From an optimization exercise on the open Yosys and OpenROAD flow, aimed at small area, a short achievable clock period and few clock cycles; shortcuts taken in it are not production practice.
Where RTL was checked, it was by simulation tests only, not by an equivalence proof against the original.
The clock input has no modelled driver; a real chip could not lean on it and would need a root buffer or a full tree.
Power figures rest on the tool's default switching activity, not on a simulated workload.

==> wip/garnet: inputs <==
==> flow/design.v <==
module pyfpga_codec (
    input  wire        clk,
    input  wire        rst,           
    input  wire        cmd_valid,
    input  wire [49:0] cmd_word,      
    output wire        cmd_ready,
    output wire        rsp_valid,
    output wire [2:0]  rsp_status,
    output wire [31:0] rsp_data,
    output wire        tx_valid,
    output wire [7:0]  tx_data,
    output wire        link_poll,
    input  wire [7:0]  link_avail,
    output wire        rx_pop,
    input  wire [7:0]  rx_byte
);
    reg         ready;        
    reg         txv;          
    reg         poll;         
    reg         pop;          
    reg         rspv;         
    reg  [3:0]  cnt;          
    reg         vphase;       
    reg         plst;         
    reg         rxl;          
    reg         mv;           
    reg  [1:0]  op;
    reg  [12:0] ahi;          
    reg  [2:0]  pa;           
    reg  [31:0] pd;           
    reg  [7:0]  txq;
    reg  [2:0]  st;
    wire        op_ok    = cmd_word[49] | cmd_word[48];
    wire        accept   = cmd_valid & ready & op_ok;
    wire        wvw      = op[1] & op[0] & ~vphase;   
    wire        zd       = ~op[1] | vphase;           
    wire        av_hi0, av_mid0, av_lo0, avail_ok, nok;
    pyfpga_codec_nor3  u_av_hi  (.a(link_avail[7]), .b(link_avail[6]), .c(link_avail[5]), .y(av_hi0));
    pyfpga_codec_nor2  u_av_mid (.a(link_avail[4]), .b(link_avail[3]), .y(av_mid0));
    pyfpga_codec_nand3 u_av_lo  (.a(link_avail[2]), .b(link_avail[1]), .c(link_avail[0]), .y(av_lo0));
    pyfpga_codec_nand3 u_av     (.a(av_hi0), .b(av_mid0), .c(av_lo0), .y(avail_ok));
    pyfpga_codec_and3  u_av_n   (.a(av_hi0), .b(av_mid0), .c(av_lo0), .y(nok));
    wire        tx_last  = (cnt[2:0] == 3'd7);
    wire        rx_last  = (cnt[2:0] == 3'd6);
    wire [2:0]  nidx = cnt[2:0] & {3{txv}};
    reg  [6:0]  nbyte;
    always @(*) begin
        case (nidx)
            3'd0:    nbyte = {1'b0, ahi[12:7]};
            3'd1:    nbyte = ahi[6:0];
            3'd2:    nbyte = zd ? {pa, 4'b0000} : {pa, pd[31:28]};
            default: nbyte = zd ? 7'd0 : {pa, pd[31:28]};
        endcase
    end
    wire        pl_in  = pop & zd;
    wire [6:0]  pl_low = pl_in ? rx_byte[6:0] : {pa, pd[31:28]};
    wire [34:0] pl_sh  = {pd[27:0], pl_low};
    wire [34:0] pl_nx  = ready ? cmd_word[34:0] : pl_sh;
    wire [34:0] pl_d;
    wire        pl_ld  = ready | mv;
    assign pl_d[34:32] = pl_ld ? pl_nx[34:32] : pa;
    genvar i;
    generate
        for (i = 0; i < 32; i = i + 1) begin : g_pl
            pyfpga_codec_mux3 u_next (.q(pd[i]), .sh(pl_sh[i]), .ld(cmd_word[i]),
                                      .mv(pl_ld), .sel_ld(ready), .y(pl_d[i]));
        end
    endgenerate
    wire        bad    = rx_byte[7] ^ cnt[0];      
    wire        err_n  = st[1] | bad;
    wire [6:0]  dx     = rx_byte[6:0] ^ {pa, pd[31:28]};
    wire        cml    = vphase & (cnt[2] | cnt[1]);                
    wire        cmh    = vphase & (cnt[2] | (cnt[1] & cnt[0]));     
    wire        diff   = (cmh & (|dx[6:4])) | (cml & (|dx[3:0]));
    wire [2:0]  st_nx = poll ? {1'b0, nok, nok} : {(st[2] | diff) & ~err_n, err_n, 1'b0};
    wire        rb_ok    = rxl & wvw & ~st[1] & ~rx_byte[7];    
    wire        rx_fin   = rxl & ~rb_ok;
    wire        poll_d, pop_d, rspv_d, ready_d;
    pyfpga_codec_a21o u_poll (.a(~rst & poll & ~plst), .b(nok), .c(~rst & txv & tx_last), .y(poll_d));
    pyfpga_codec_a21o u_pop  (.a(~rst & poll), .b(avail_ok), .c(~rst & pop & ~rx_last), .y(pop_d));
    pyfpga_codec_a21o u_rspv (.a(~rst & plst), .b(nok), .c(~rst & rx_fin), .y(rspv_d));
    pyfpga_codec_a21o u_rdy  (.a(~rst & plst), .b(nok),
                              .c(rst | (ready ? ~accept : rx_fin)), .y(ready_d));
    wire [3:0]  cnt_inc  = cnt + 4'd1;
    wire [3:0]  cnt_oth  = (ready | (pop & rx_last)) ? 4'd1 : (txv & tx_last) ? 4'd0 : cnt_inc;
    wire [3:0]  cnt_d;
    generate
        for (i = 0; i < 4; i = i + 1) begin : g_cnt
            pyfpga_codec_a21o u_cnt (.a(poll & cnt_inc[i]), .b(nok), .c(~poll & cnt_oth[i]),
                                     .y(cnt_d[i]));
        end
    endgenerate
    always @(posedge clk) begin
        ready <= ready_d;
        poll  <= poll_d;
        pop   <= pop_d;
        rspv  <= rspv_d;
        if (rst) begin
            txv   <= 1'b0;
            plst  <= 1'b0;
            rxl   <= 1'b0;
        end else begin
            txv   <= accept | (txv & ~tx_last) | rb_ok;
            plst  <= poll & (cnt == 4'd8);
            rxl   <= pop & (cnt[2:0] == 3'd5);
        end
    end
    always @(posedge clk) begin
        cnt <= cnt_d;
        mv   <= (txv | pop) & (cnt[2:0] >= 3'd1) & (cnt[2:0] <= 3'd5);
        if (ready)
            vphase <= 1'b0;
        else if (rb_ok)
            vphase <= 1'b1;
        pa <= pl_d[34:32];
        pd <= pl_d[31:0];
        if (ready) begin
            op  <= cmd_word[49:48];
            ahi <= cmd_word[47:35];
            txq <= {1'b0, cmd_word[49], cmd_word[47:42]};
        end else begin
            txq <= {nidx[0], nbyte};
        end
        st <= st_nx;
    end
    assign cmd_ready  = ready;
    assign rsp_valid  = rspv;
    assign rsp_status = st;
    assign rsp_data   = pd;
    assign tx_valid   = txv;
    assign tx_data    = txq;
    assign link_poll  = poll;
    assign rx_pop     = pop;
endmodule
module pyfpga_codec_nor2 (input wire a, input wire b, output wire y);
    assign y = ~(a | b);
endmodule
module pyfpga_codec_nor3 (input wire a, input wire b, input wire c, output wire y);
    assign y = ~(a | b | c);
endmodule
module pyfpga_codec_and3 (input wire a, input wire b, input wire c, output wire y);
    assign y = a & b & c;
endmodule
module pyfpga_codec_a21o (input wire a, input wire b, input wire c, output wire y);
    assign y = (a & b) | c;
endmodule
module pyfpga_codec_nand3 (input wire a, input wire b, input wire c, output wire y);
    assign y = ~(a & b & c);
endmodule
module pyfpga_codec_mux3 (
    input  wire q,        
    input  wire sh,       
    input  wire ld,       
    input  wire mv,       
    input  wire sel_ld,   
    output wire y
);
    assign y = mv ? (sel_ld ? ld : sh) : q;
endmodule
==> flow/flow/run.sh <==
#!/bin/bash
set -euo pipefail
here=$(pwd)
bash standard.sh "BUFFER_PORTS_ARGS=-buffer_cell sky130_fd_sc_hd__buf_1" \
  "PRE_CTS_TCL=$here/flow/flat_cts.tcl" finish > standard_flow.log 2>&1
==> flow/flow/flat_cts.tcl <==
set nbuf 3
if {[info exists ::env(CTS_FLAT_BUFS)]} { set nbuf $::env(CTS_FLAT_BUFS) }
set block [ord::get_db_block]
set db [ord::get_db]
set clk_port [lindex [all_clocks] 0]
set clk_name [get_property [lindex [get_property $clk_port sources] 0] name]
set clk_net [$block findNet $clk_name]
set master [$db findMaster sky130_fd_sc_hd__clkbuf_16]

# the clock pins the port drives, sorted by x
set sinks {}
foreach it [$clk_net getITerms] {
  set inst [$it getInst]
  set loc [$inst getLocation]
  lappend sinks [list [lindex $loc 0] [lindex $loc 1] $it]
}
set sinks [lsort -integer -index 0 $sinks]
set n [llength $sinks]
puts "flat_cts: $n clock pins, $nbuf buffers"

for {set k 0} {$k < $nbuf} {incr k} {
  set lo [expr {$k * $n / $nbuf}]
  set hi [expr {($k + 1) * $n / $nbuf - 1}]
  set grp [lrange $sinks $lo $hi]
  set sx 0; set sy 0
  foreach s $grp { incr sx [lindex $s 0]; incr sy [lindex $s 1] }
  set cx [expr {$sx / [llength $grp]}]
  set cy [expr {$sy / [llength $grp]}]
  set buf [odb::dbInst_create $block $master "clkbuf_flat_$k"]
  set net [odb::dbNet_create $block "clknet_flat_$k"]
  $net setSigType CLOCK
  [$buf findITerm A] connect $clk_net
  [$buf findITerm X] connect $net
  foreach s $grp {
    set it [lindex $s 2]
    $it disconnect
    $it connect $net
  }
  $buf setLocation $cx $cy
  $buf setPlacementStatus PLACED
  puts "flat_cts: clkbuf_flat_$k drives [llength $grp] pins from ($cx, $cy)"
}
$clk_net setSigType CLOCK

# TritonCTS is not run: the tree above is the clock tree
proc clock_tree_synthesis {args} { puts "flat_cts: clock_tree_synthesis skipped" }
set_propagated_clock [all_clocks]
==> flow/standard.sh <==
#!/bin/bash
# synth_recipe.tcl (not shown) runs the flow's synth.tcl, then flattens the netlist and writes it again
# the make line also repeats each setting of config.mk as NAME=value (left out here)
make -C /OpenROAD-flow-scripts/flow DESIGN_CONFIG=/design/flow/config.mk WORK_HOME=/design/flow/orfs CLKGATE_MAP_FILE= SYNTH_SCRIPT=/design/flow/synth_recipe.tcl "${@:-finish}"
==> flow/config.mk <==
export PLATFORM = sky130hd
export DESIGN_NAME = pyfpga_codec
export DESIGN_NICKNAME = pyfpga_codec
export VERILOG_FILES = /design/flow/design.v
export SDC_FILE = /design/flow/constraint.sdc
export NUM_CORES = 4
export LEC_CHECK = 0
export CAP_MARGIN = 20
export CORE_MARGIN = 2
export CORE_UTILIZATION = 65
export PLACE_DENSITY = 0.75
export SETUP_SLACK_MARGIN = 2.88
export SLEW_MARGIN = 20
export SYNTH_HIERARCHICAL = 1
export SYNTH_MINIMUM_KEEP_SIZE = 0
==> flow/constraint.sdc <==
create_clock -name core_clock -period 4.5 [get_ports {clk}]
set_input_delay 0.9000 -clock core_clock [delete_from_list [all_inputs] [get_ports {clk}]]
set_output_delay 0.9000 -clock core_clock [all_outputs]
set_load 0.01 [all_outputs]
==> wip/amber: changes against wip/garnet <==
==> flow/design.v, changed modules only <==
module pyfpga_codec (
    input  wire        clk,
    input  wire        rst,           
    input  wire        cmd_valid,
    input  wire [49:0] cmd_word,      
    output wire        cmd_ready,
    output wire        rsp_valid,
    output wire [2:0]  rsp_status,
    output wire [31:0] rsp_data,
    output wire        tx_valid,
    output wire [7:0]  tx_data,
    output wire        link_poll,
    input  wire [7:0]  link_avail,
    output wire        rx_pop,
    input  wire [7:0]  rx_byte
);
    reg         ready;        
    reg         txv;          
    reg         poll;         
    reg         pop;          
    reg         rspv;         
    reg  [3:0]  cnt;          
    reg         vphase;       
    reg         plst;         
    reg         rxl;          
    reg         mv;           
    reg  [1:0]  op;
    reg  [12:0] ahi;          
    reg  [2:0]  pa;           
    reg  [31:0] pd;           
    reg  [7:0]  txq;
    reg  [2:0]  st;
    wire        op_ok    = cmd_word[49] | cmd_word[48];
    wire        accept   = cmd_valid & ready & op_ok;
    wire        wvw      = op[1] & op[0] & ~vphase;   
    wire        zd       = ~op[1] | vphase;           
    wire        av_hi0, av_mid0, av_lo0, avail_ok;
    pyfpga_codec_nor3  u_av_hi  (.a(link_avail[7]), .b(link_avail[6]), .c(link_avail[5]), .y(av_hi0));
    pyfpga_codec_nor2  u_av_mid (.a(link_avail[4]), .b(link_avail[3]), .y(av_mid0));
    pyfpga_codec_nand3 u_av_lo  (.a(link_avail[2]), .b(link_avail[1]), .c(link_avail[0]), .y(av_lo0));
    pyfpga_codec_nand3 u_av     (.a(av_hi0), .b(av_mid0), .c(av_lo0), .y(avail_ok));
    wire        tx_last  = (cnt[2:0] == 3'd7);
    wire        rx_last  = (cnt[2:0] == 3'd6);
    wire [2:0]  nidx = cnt[2:0] & {3{txv}};
    reg  [6:0]  nbyte;
    always @(*) begin
        case (nidx)
            3'd0:    nbyte = {1'b0, ahi[12:7]};
            3'd1:    nbyte = ahi[6:0];
            3'd2:    nbyte = zd ? {pa, 4'b0000} : {pa, pd[31:28]};
            default: nbyte = zd ? 7'd0 : {pa, pd[31:28]};
        endcase
    end
    wire        pl_in  = pop & zd;
    wire [6:0]  pl_low = pl_in ? rx_byte[6:0] : {pa, pd[31:28]};
    wire [34:0] pl_sh  = {pd[27:0], pl_low};
    wire [34:0] pl_nx  = ready ? cmd_word[34:0] : pl_sh;
    wire [34:0] pl_d;
    wire        pl_ld  = ready | mv;
    assign pl_d[34:32] = pl_ld ? pl_nx[34:32] : pa;
    genvar i;
    generate
        for (i = 0; i < 32; i = i + 1) begin : g_pl
            pyfpga_codec_mux3 u_next (.q(pd[i]), .sh(pl_sh[i]), .ld(cmd_word[i]),
                                      .mv(pl_ld), .sel_ld(ready), .y(pl_d[i]));
        end
    endgenerate
    wire        bad    = rx_byte[7] ^ cnt[0];      
    wire        err_n  = st[1] | bad;
    wire [6:0]  dx     = rx_byte[6:0] ^ {pa, pd[31:28]};
    wire        cml    = vphase & (cnt[2] | cnt[1]);                
    wire        cmh    = vphase & (cnt[2] | (cnt[1] & cnt[0]));     
    wire        diff   = (cmh & (|dx[6:4])) | (cml & (|dx[3:0]));
    wire [2:0]  st_nx = poll ? {1'b0, ~avail_ok, ~avail_ok} : {(st[2] | diff) & ~err_n, err_n, 1'b0};
    wire        rb_ok    = rxl & wvw & ~st[1] & ~rx_byte[7];    
    wire        finish   = (plst & ~avail_ok) | (rxl & ~rb_ok);
    always @(posedge clk) begin
        if (rst) begin
            ready <= 1'b1;
            txv   <= 1'b0;
            poll  <= 1'b0;
            pop   <= 1'b0;
            rspv  <= 1'b0;
            plst  <= 1'b0;
            rxl   <= 1'b0;
        end else begin
            ready <= ready ? ~accept : finish;
            txv   <= accept | (txv & ~tx_last) | rb_ok;
            poll  <= (txv & tx_last) | (poll & ~plst & ~avail_ok);
            pop   <= (poll & avail_ok) | (pop & ~rx_last);
            rspv  <= finish;
            plst  <= poll & (cnt == 4'd8);
            rxl   <= pop & (cnt[2:0] == 3'd5);
        end
    end
    always @(posedge clk) begin
        if (ready | (pop & rx_last))
            cnt <= 4'd1;
        else if ((txv & tx_last) | (poll & avail_ok))
            cnt <= 4'd0;
        else
            cnt <= cnt + 4'd1;
        mv   <= (txv | pop) & (cnt[2:0] >= 3'd1) & (cnt[2:0] <= 3'd5);
        if (ready)
            vphase <= 1'b0;
        else if (rb_ok)
            vphase <= 1'b1;
        pa <= pl_d[34:32];
        pd <= pl_d[31:0];
        if (ready) begin
            op  <= cmd_word[49:48];
            ahi <= cmd_word[47:35];
            txq <= {1'b0, cmd_word[49], cmd_word[47:42]};
        end else begin
            txq <= {nidx[0], nbyte};
        end
        st <= st_nx;
    end
    assign cmd_ready  = ready;
    assign rsp_valid  = rspv;
    assign rsp_status = st;
    assign rsp_data   = pd;
    assign tx_valid   = txv;
    assign tx_data    = txq;
    assign link_poll  = poll;
    assign rx_pop     = pop;
endmodule
// module pyfpga_codec_and3 removed
// module pyfpga_codec_a21o removed
--- a/flow/config.mk
+++ b/flow/config.mk
@@ -10,5 +10,5 @@
 export CORE_UTILIZATION = 65
 export PLACE_DENSITY = 0.75
-export SETUP_SLACK_MARGIN = 2.88
+export SETUP_SLACK_MARGIN = 2.8
 export SLEW_MARGIN = 20
 export SYNTH_HIERARCHICAL = 1
==> wip/pepper: changes against wip/garnet <==
==> flow/design.v, changed modules only <==
module pyfpga_codec (
    input  wire        clk,
    input  wire        rst,           
    input  wire        cmd_valid,
    input  wire [49:0] cmd_word,      
    output wire        cmd_ready,
    output wire        rsp_valid,
    output wire [2:0]  rsp_status,
    output wire [31:0] rsp_data,
    output wire        tx_valid,
    output wire [7:0]  tx_data,
    output wire        link_poll,
    input  wire [7:0]  link_avail,
    output wire        rx_pop,
    input  wire [7:0]  rx_byte
);
    reg         ready;        
    reg         txv;          
    reg         poll;         
    reg         pop;          
    reg         rspv;         
    reg  [3:0]  cnt;          
    reg         vphase;       
    reg         plst;         
    reg         rxl;          
    reg         mv;           
    reg  [1:0]  op;
    reg  [12:0] ahi;          
    reg  [2:0]  pa;           
    reg  [31:0] pd;           
    reg  [7:0]  txq;
    reg  [2:0]  st;
    wire        op_ok    = cmd_word[49] | cmd_word[48];
    wire        accept   = cmd_valid & ready & op_ok;
    wire        wvw      = op[1] & op[0] & ~vphase;   
    wire        zd       = ~op[1] | vphase;           
    wire        av_hi0, av_mid0, av_lo0, avail_ok;
    pyfpga_codec_nor3  u_av_hi  (.a(link_avail[7]), .b(link_avail[6]), .c(link_avail[5]), .y(av_hi0));
    pyfpga_codec_nor2  u_av_mid (.a(link_avail[4]), .b(link_avail[3]), .y(av_mid0));
    pyfpga_codec_nand3 u_av_lo  (.a(link_avail[2]), .b(link_avail[1]), .c(link_avail[0]), .y(av_lo0));
    pyfpga_codec_nand3 u_av     (.a(av_hi0), .b(av_mid0), .c(av_lo0), .y(avail_ok));
    wire [3:0]  cnt_inc  = {cnt[3] ^ (cnt[2] & cnt[1] & cnt[0]), cnt[2] ^ (cnt[1] & cnt[0]),
                            cnt[1] ^ cnt[0], ~cnt[0]};
    wire        tx_last  = (cnt[2:0] == 3'd7);
    wire        rx_last  = (cnt[2:0] == 3'd6);
    wire [2:0]  nidx = cnt[2:0] & {3{txv}};
    reg  [6:0]  nbyte;
    always @(*) begin
        case (nidx)
            3'd0:    nbyte = {1'b0, ahi[12:7]};
            3'd1:    nbyte = ahi[6:0];
            3'd2:    nbyte = zd ? {pa, 4'b0000} : {pa, pd[31:28]};
            default: nbyte = zd ? 7'd0 : {pa, pd[31:28]};
        endcase
    end
    wire        pl_in  = pop & zd;
    wire [6:0]  pl_low = pl_in ? rx_byte[6:0] : {pa, pd[31:28]};
    wire [34:0] pl_sh  = {pd[27:0], pl_low};
    wire [34:0] pl_q   = {pa, pd};
    wire [34:0] pl_d;
    wire        pl_hold  = ~ready & ~mv;
    wire        pl_shift = ~ready & mv;
    genvar i;
    wire [14:0] cmd_d;
    generate
        for (i = 0; i < 15; i = i + 1) begin : g_cmd
            pyfpga_codec_sel2 u_next (.q(i < 13 ? ahi[i] : op[i - 13]), .ld(cmd_word[i + 35]),
                                      .h(~ready), .l(ready), .y(cmd_d[i]));
        end
    endgenerate
    generate
        for (i = 0; i < 35; i = i + 1) begin : g_pl
            pyfpga_codec_sel3 u_next (.q(pl_q[i]), .sh(pl_sh[i]), .ld(cmd_word[i]),
                                      .h(pl_hold), .s(pl_shift), .l(ready), .y(pl_d[i]));
        end
    endgenerate
    wire        bad    = rx_byte[7] ^ cnt[0];      
    wire        err_n  = st[1] | bad;
    wire [6:0]  dx     = rx_byte[6:0] ^ {pa, pd[31:28]};
    wire        cml    = vphase & (cnt[2] | cnt[1]);                
    wire        cmh    = vphase & (cnt[2] | (cnt[1] & cnt[0]));     
    wire        diff   = (cmh & (|dx[6:4])) | (cml & (|dx[3:0]));
    wire [2:0]  st_nx = poll ? {1'b0, ~avail_ok, ~avail_ok} : {(st[2] | diff) & ~err_n, err_n, 1'b0};
    wire        rb_ok    = rxl & wvw & ~st[1] & ~rx_byte[7];    
    wire        finish   = (plst & ~avail_ok) | (rxl & ~rb_ok);
    always @(posedge clk) begin
        if (rst) begin
            ready <= 1'b1;
            txv   <= 1'b0;
            poll  <= 1'b0;
            pop   <= 1'b0;
            rspv  <= 1'b0;
            plst  <= 1'b0;
            rxl   <= 1'b0;
        end else begin
            ready <= ready ? ~accept : finish;
            txv   <= accept | (txv & ~tx_last) | rb_ok;
            poll  <= (txv & tx_last) | (poll & ~plst & ~avail_ok);
            pop   <= (poll & avail_ok) | (pop & ~rx_last);
            rspv  <= finish;
            plst  <= poll & (cnt == 4'd8);
            rxl   <= pop & (cnt[2:0] == 3'd5);
        end
    end
    always @(posedge clk) begin
        if (ready | (pop & rx_last))
            cnt <= 4'd1;
        else if ((txv & tx_last) | (poll & avail_ok))
            cnt <= 4'd0;
        else
            cnt <= cnt_inc;
        mv   <= (txv | pop) & (cnt[2:0] >= 3'd1) & (cnt[2:0] <= 3'd5);
        if (ready)
            vphase <= 1'b0;
        else if (rb_ok)
            vphase <= 1'b1;
        pa <= pl_d[34:32];
        pd <= pl_d[31:0];
        op  <= cmd_d[14:13];
        ahi <= cmd_d[12:0];
        if (ready)
            txq <= {1'b0, cmd_word[49], cmd_word[47:42]};
        else
            txq <= {nidx[0], nbyte};
        st <= st_nx;
    end
    assign cmd_ready  = ready;
    assign rsp_valid  = rspv;
    assign rsp_status = st;
    assign rsp_data   = pd;
    assign tx_valid   = txv;
    assign tx_data    = txq;
    assign link_poll  = poll;
    assign rx_pop     = pop;
endmodule
module pyfpga_codec_sel2 (input wire q, input wire ld, input wire h, input wire l, output wire y);
    assign y = (q & h) | (ld & l);
endmodule
module pyfpga_codec_sel3 (
    input  wire q,        
    input  wire sh,       
    input  wire ld,       
    input  wire h,
    input  wire s,
    input  wire l,
    output wire y
);
    assign y = (q & h) | (sh & s) | (ld & l);
endmodule
// module pyfpga_codec_and3 removed
// module pyfpga_codec_a21o removed
// module pyfpga_codec_mux3 removed
--- a/flow/config.mk
+++ b/flow/config.mk
@@ -14,2 +14,3 @@
 export SYNTH_HIERARCHICAL = 1
 export SYNTH_MINIMUM_KEEP_SIZE = 0
+export TNS_END_PERCENT = 10
==> impl.org <==
** Status
- Result of the run :: timing/DRC/antenna clean

** Floorplan
- The initial utilization of the core area, before any placement, comes to 66.9%.

** Power
- The internal portion of the total power is 1.01 mW.

** Synth
- Number of nets in the synthesized netlist :: 343

** Layout
- Seq area share :: 42.0%

** Setup path
- First element of the critical path :: pd[23]$_DFF_P_
(the above is from wip/pepper)
==> impl.org <==
** GRT
- Via count of the first global-routing pass :: 2,316

** Status
- The flow ran to the end and the layout has no timing, DRC or antenna violations.

** Layout
- Seq area share :: 44.5%

** Setup path
- Following the worst setup path forward leads to its endpoint at cnt[3]$_SDFF_PP0_.
- In this run the worst setup path begins at link_avail[6].

** Power
- P_int :: 1.06 mW

** Floorplan
- Effective utilization at floorplan :: 66.5%
(the above is from wip/amber)
==> impl.org <==
** Power
- P_int :: 1.02 mW

** Synth
- Number of nets in the synthesized netlist :: 380

** Floorplan
- Effective utilization at floorplan :: 67.8%

** Layout
- Seq area share :: 42.7%

** Status
- Result of the run :: timing/DRC/antenna clean
(the above is from wip/garnet)
Testbench counts of wip/amber, summed over its fixed seeds: cycles 68,159.
Testbench counts of wip/pepper, summed over its fixed seeds: cycles 68,159.
Only the layout flow was run in wip/garnet; the RTL was not checked for function there. No run of this note takes its clock network from TritonCTS; it comes from the design's own scripts or RTL.

afterwards: timing with drivers on the ports:
In the flow no input, the clock included, has a driving cell. The finished layouts below were timed again as built, in two steps.
Step 1 assumes that a clkbuf_16 drives the clock port and a buf_2 every other input.
Step 2 moves the port delays by t, midway between the first and last clock arrival at a register: inputs arrive t later, outputs are due t later. That takes back most of the time a late clock gives input paths.
Three values: no drivers, after step 1, after step 2; two values: the first two.
run	t (ns)	slack for setup (ns)	worst setup path after step 2
wip/garnet	0.210	2.866 / 2.830 / 2.680	input to register
wip/amber	0.208	2.798 / 2.779 / 2.620	input to register
wip/pepper	0.210	2.864 / 2.806 / 2.701	input to register
After both steps setup and hold are still met in every run listed. The setup slack of wip/garnet, which loses most, moves by -0.036 ns with the drivers and by -0.186 ns with both steps.
